This is an optimization exercise on Yosys and OpenROAD, whose aim is small area, not a production implementation.
Only simulation tests tie the RTL to the original design; equivalence was not proved.
No driver is modelled on the clock port, so clocking that relies on it looks cheaper here than on a real chip.
Power figures rest on the tool's default switching activity, not on a simulated workload.

run A:
==> flow/design.v (excerpt) <==
module sp_parser (
    input  wire        clk,
    input  wire        rst,         
    input  wire        in_valid,    
    input  wire [7:0]  in_byte,
    input  wire        json_ok,     
    output wire        st_valid,    
    output wire [7:0]  status,      
    output wire        pay_valid,   
    output wire [7:0]  pay_byte,
    output wire [1:0]  msg_state,   
    output wire [1:0]  msg_tag,     
    output wire [15:0] msg_props,
    output wire [15:0] msg_cmd,
    output wire [15:0] msg_plen,
    output wire        msg_stby,
    output wire [31:0] hb_epoch,
    output wire [31:0] hb_serial,
    output wire [15:0] hb_volt,
    output wire [7:0]  hb_temp,
    output wire [7:0]  hb_mode
);
export LEC_CHECK = 0
export CAP_MARGIN = 0
export CORE_MARGIN = 2
export CORE_UTILIZATION = 70
export GPL_TIMING_DRIVEN = 0
export SLEW_MARGIN = 0
create_clock -name core_clock -period 6.0 [get_ports {clk}]
standard.sh (not shown) runs the stock make flow with config.mk's settings and CLKGATE_MAP_FILE= SYNTH_SCRIPT=/design/flow/synth_recipe.tcl, a recipe that flattens the netlist after the stock synthesis.
==> flow/flow/run.sh <==
#!/bin/bash
set -euo pipefail
here=$(pwd)
POST_CTS_TCL=$here/flow/post_cts.tcl bash standard.sh \
  "REMOVE_ABC_BUFFERS=1" "SKIP_REPAIR_TIE_FANOUT=1" \
  "BUFFER_PORTS_ARGS=-buffer_cell sky130_fd_sc_hd__buf_1" \
  "CTS_ARGS=-sink_clustering_enable -repair_clock_nets -dont_use_dummy_load -buf_list sky130_fd_sc_hd__clkbuf_4 -root_buf sky130_fd_sc_hd__clkbuf_8 -sink_clustering_size 20 -sink_clustering_max_diameter 40" \
  finish > flow_standard.log 2>&1
==> flow/flow/post_cts.tcl <==
set limit 0.110
set bigger sky130_fd_sc_hd__clkbuf_8
estimate_parasitics -placement
set n 0
foreach inst [get_cells *] {
  set m [get_property $inst ref_name]
  if {![string match sky130_fd_sc_hd__clkbuf_4 $m] && ![string match sky130_fd_sc_hd__clkbuf_2 $m]} continue
  set worst 0
  foreach opin [get_pins -of_objects $inst -filter "direction == output"] {
    set net [get_nets -of_objects $opin]
    foreach p [get_pins -of_objects $net -filter "direction == input"] {
      foreach rf {rise fall} {
        set s [get_property $p slew_max_$rf]
        if {$s > $worst} {set worst $s}
      }
    }
  }
  if {$worst > $limit} {
    replace_cell $inst $bigger
    incr n
  }
}
puts "post_cts: upsized $n clock buffers to $bigger"
estimate_parasitics -placement
Relative to run A, the following input files were edited for run B:
# run A
export LEC_CHECK = 0
export CAP_MARGIN = 0
export CORE_MARGIN = 2
export CORE_UTILIZATION = 70
export GPL_TIMING_DRIVEN = 0
export SLEW_MARGIN = 0
create_clock -name core_clock -period 6.0 [get_ports {clk}]
# run B
export LEC_CHECK = 0
export CAP_MARGIN = 20
export CORE_MARGIN = 2
export CORE_UTILIZATION = 70
export GPL_TIMING_DRIVEN = 0
export SLEW_MARGIN = 20
create_clock -name core_clock -period 6.0 [get_ports {clk}]
[summary]
Per the comparison of run B with run A, non-clock buffer count saw an increase, detailed-router iteration count before antenna repair saw an increase, sum of routed wire length over all layers saw an increase, minimum clock period after layout saw an increase. Run A -> run B: top fanout value on the critical path delta 0, exact match. Run B against run A: fraction of standard cell area that is sequential -0.53 points, fmax ~0 delta, design area +about 0.9%, final cell count +4, via count +about 1.7%.
### run B -> run C
# run B
export LEC_CHECK = 0
export CAP_MARGIN = 20
export CORE_MARGIN = 2
export CORE_UTILIZATION = 70
export GPL_TIMING_DRIVEN = 0
export SLEW_MARGIN = 20
create_clock -name core_clock -period 6.0 [get_ports {clk}]
# run C
export LEC_CHECK = 0
export CAP_MARGIN = 20
export CORE_MARGIN = 2
export CORE_UTILIZATION = 70
export SLEW_MARGIN = 20
create_clock -name core_clock -period 6.0 [get_ports {clk}]
==> flow/flow/run.sh <==
#!/bin/bash
set -euo pipefail
here=$(pwd)
POST_CTS_TCL=$here/flow/post_cts.tcl bash standard.sh \
  "REMOVE_ABC_BUFFERS=1" \
  "BUFFER_PORTS_ARGS=-buffer_cell sky130_fd_sc_hd__buf_1" \
  "CTS_ARGS=-sink_clustering_enable -repair_clock_nets -dont_use_dummy_load -buf_list sky130_fd_sc_hd__clkbuf_4 -root_buf sky130_fd_sc_hd__clkbuf_8 -sink_clustering_size 20 -sink_clustering_max_diameter 40" \
  finish > flow_standard.log 2>&1
Results
Compared with run B, run C is more frugal on power. Run C against run B: areal power density over the cells went down by 1.9 mW/mm2; global-route wire length before repair went down by 2.4%; pre-CTS worst setup slack went up by 0.39 ns. Between run B and run C, combined area of the multi-input logic cells is higher for run C, run B comes in under that. As far as logic gate share of total power is concerned, run B and run C perform about the same. Average wire per standard cell: run C < run B. Going from run B to run C, final period utilization decreased by 6.0 points relative to the old numbers, share of synthesized registers carrying an async set or reset did not really move, count of inverters other than clock inverters in the layout level.
Changes in run D relative to run C:
# run C
export LEC_CHECK = 0
export CAP_MARGIN = 20
export CORE_MARGIN = 2
export CORE_UTILIZATION = 70
export SLEW_MARGIN = 20
create_clock -name core_clock -period 6.0 [get_ports {clk}]
# run D
export LEC_CHECK = 0
export CAP_MARGIN = 20
export CORE_MARGIN = 2
export CORE_UTILIZATION = 60
export SLEW_MARGIN = 20
create_clock -name core_clock -period 6.0 [get_ports {clk}]
==> flow/flow/run.sh <==
#!/bin/bash
set -euo pipefail
here=$(pwd)
POST_CTS_TCL=$here/flow/post_cts.tcl bash standard.sh \
  "BUFFER_PORTS_ARGS=-buffer_cell sky130_fd_sc_hd__buf_1" \
  "CTS_ARGS=-sink_clustering_enable -repair_clock_nets -dont_use_dummy_load -buf_list sky130_fd_sc_hd__clkbuf_4 -root_buf sky130_fd_sc_hd__clkbuf_8 -sink_clustering_size 20 -sink_clustering_max_diameter 40" \
  finish > flow_standard.log 2>&1
## What came out
Run D: no failed stages, no open violations at the end
On via count, run D does better than run C.
Diff run C -> run D: combinational cell power increased about 1%, summed area of non-filler cells in the final layout increased 58 um2.
Run D against run C: synthesis-to-finish area growth +0.89 points; overall power after layout saw an increase; proportion of power drawn by combinational gates has remained practically unchanged.

## separate check: timing with driven ports
In the flow no input, the clock included, has a driving cell. The finished layouts below were timed again as built, in two steps. Step 1: set_driving_cell puts a clkbuf_16 on clk and a buf_2 on each other input, an assumption about the parent block. Step 2 moves the port delays by t, midway between the first and last clock arrival at a register: inputs arrive t later, outputs are due t later. That takes back most of the time a late clock gives input paths. Three values: ideal, step 1, step 2; two values: the first two.
| run | t, ns | slack for setup (ns) | hold WS [ns] | worst register clock-pin slew, ns | worst data-port slew with drivers (ns) |
|---|---|---|---|---|---|
| run A | 0.440 | 0.213 / 0.228 / -0.212 | 0.425 / 0.425 / 0.425 | 0.10 / 0.10 | 0.03 |
| run B | 0.440 | 0.204 / 0.220 / -0.220 | 0.431 / 0.431 / 0.431 | 0.11 / 0.11 | 0.03 |
| run C | 0.426 | 0.567 / 0.571 / 0.154 | 0.429 / 0.429 / 0.429 | 0.11 / 0.11 | 0.03 |
| run D | 0.444 | 0.525 / 0.525 / 0.173 | 0.435 / 0.435 / 0.435 | 0.10 / 0.10 | 0.03 |
Met with ideal ports but missed after step 2: setup timing in run A and run B. For run A, which loses most, drivers alone change the setup slack by +0.015 ns; drivers and shift together by -0.425 ns.
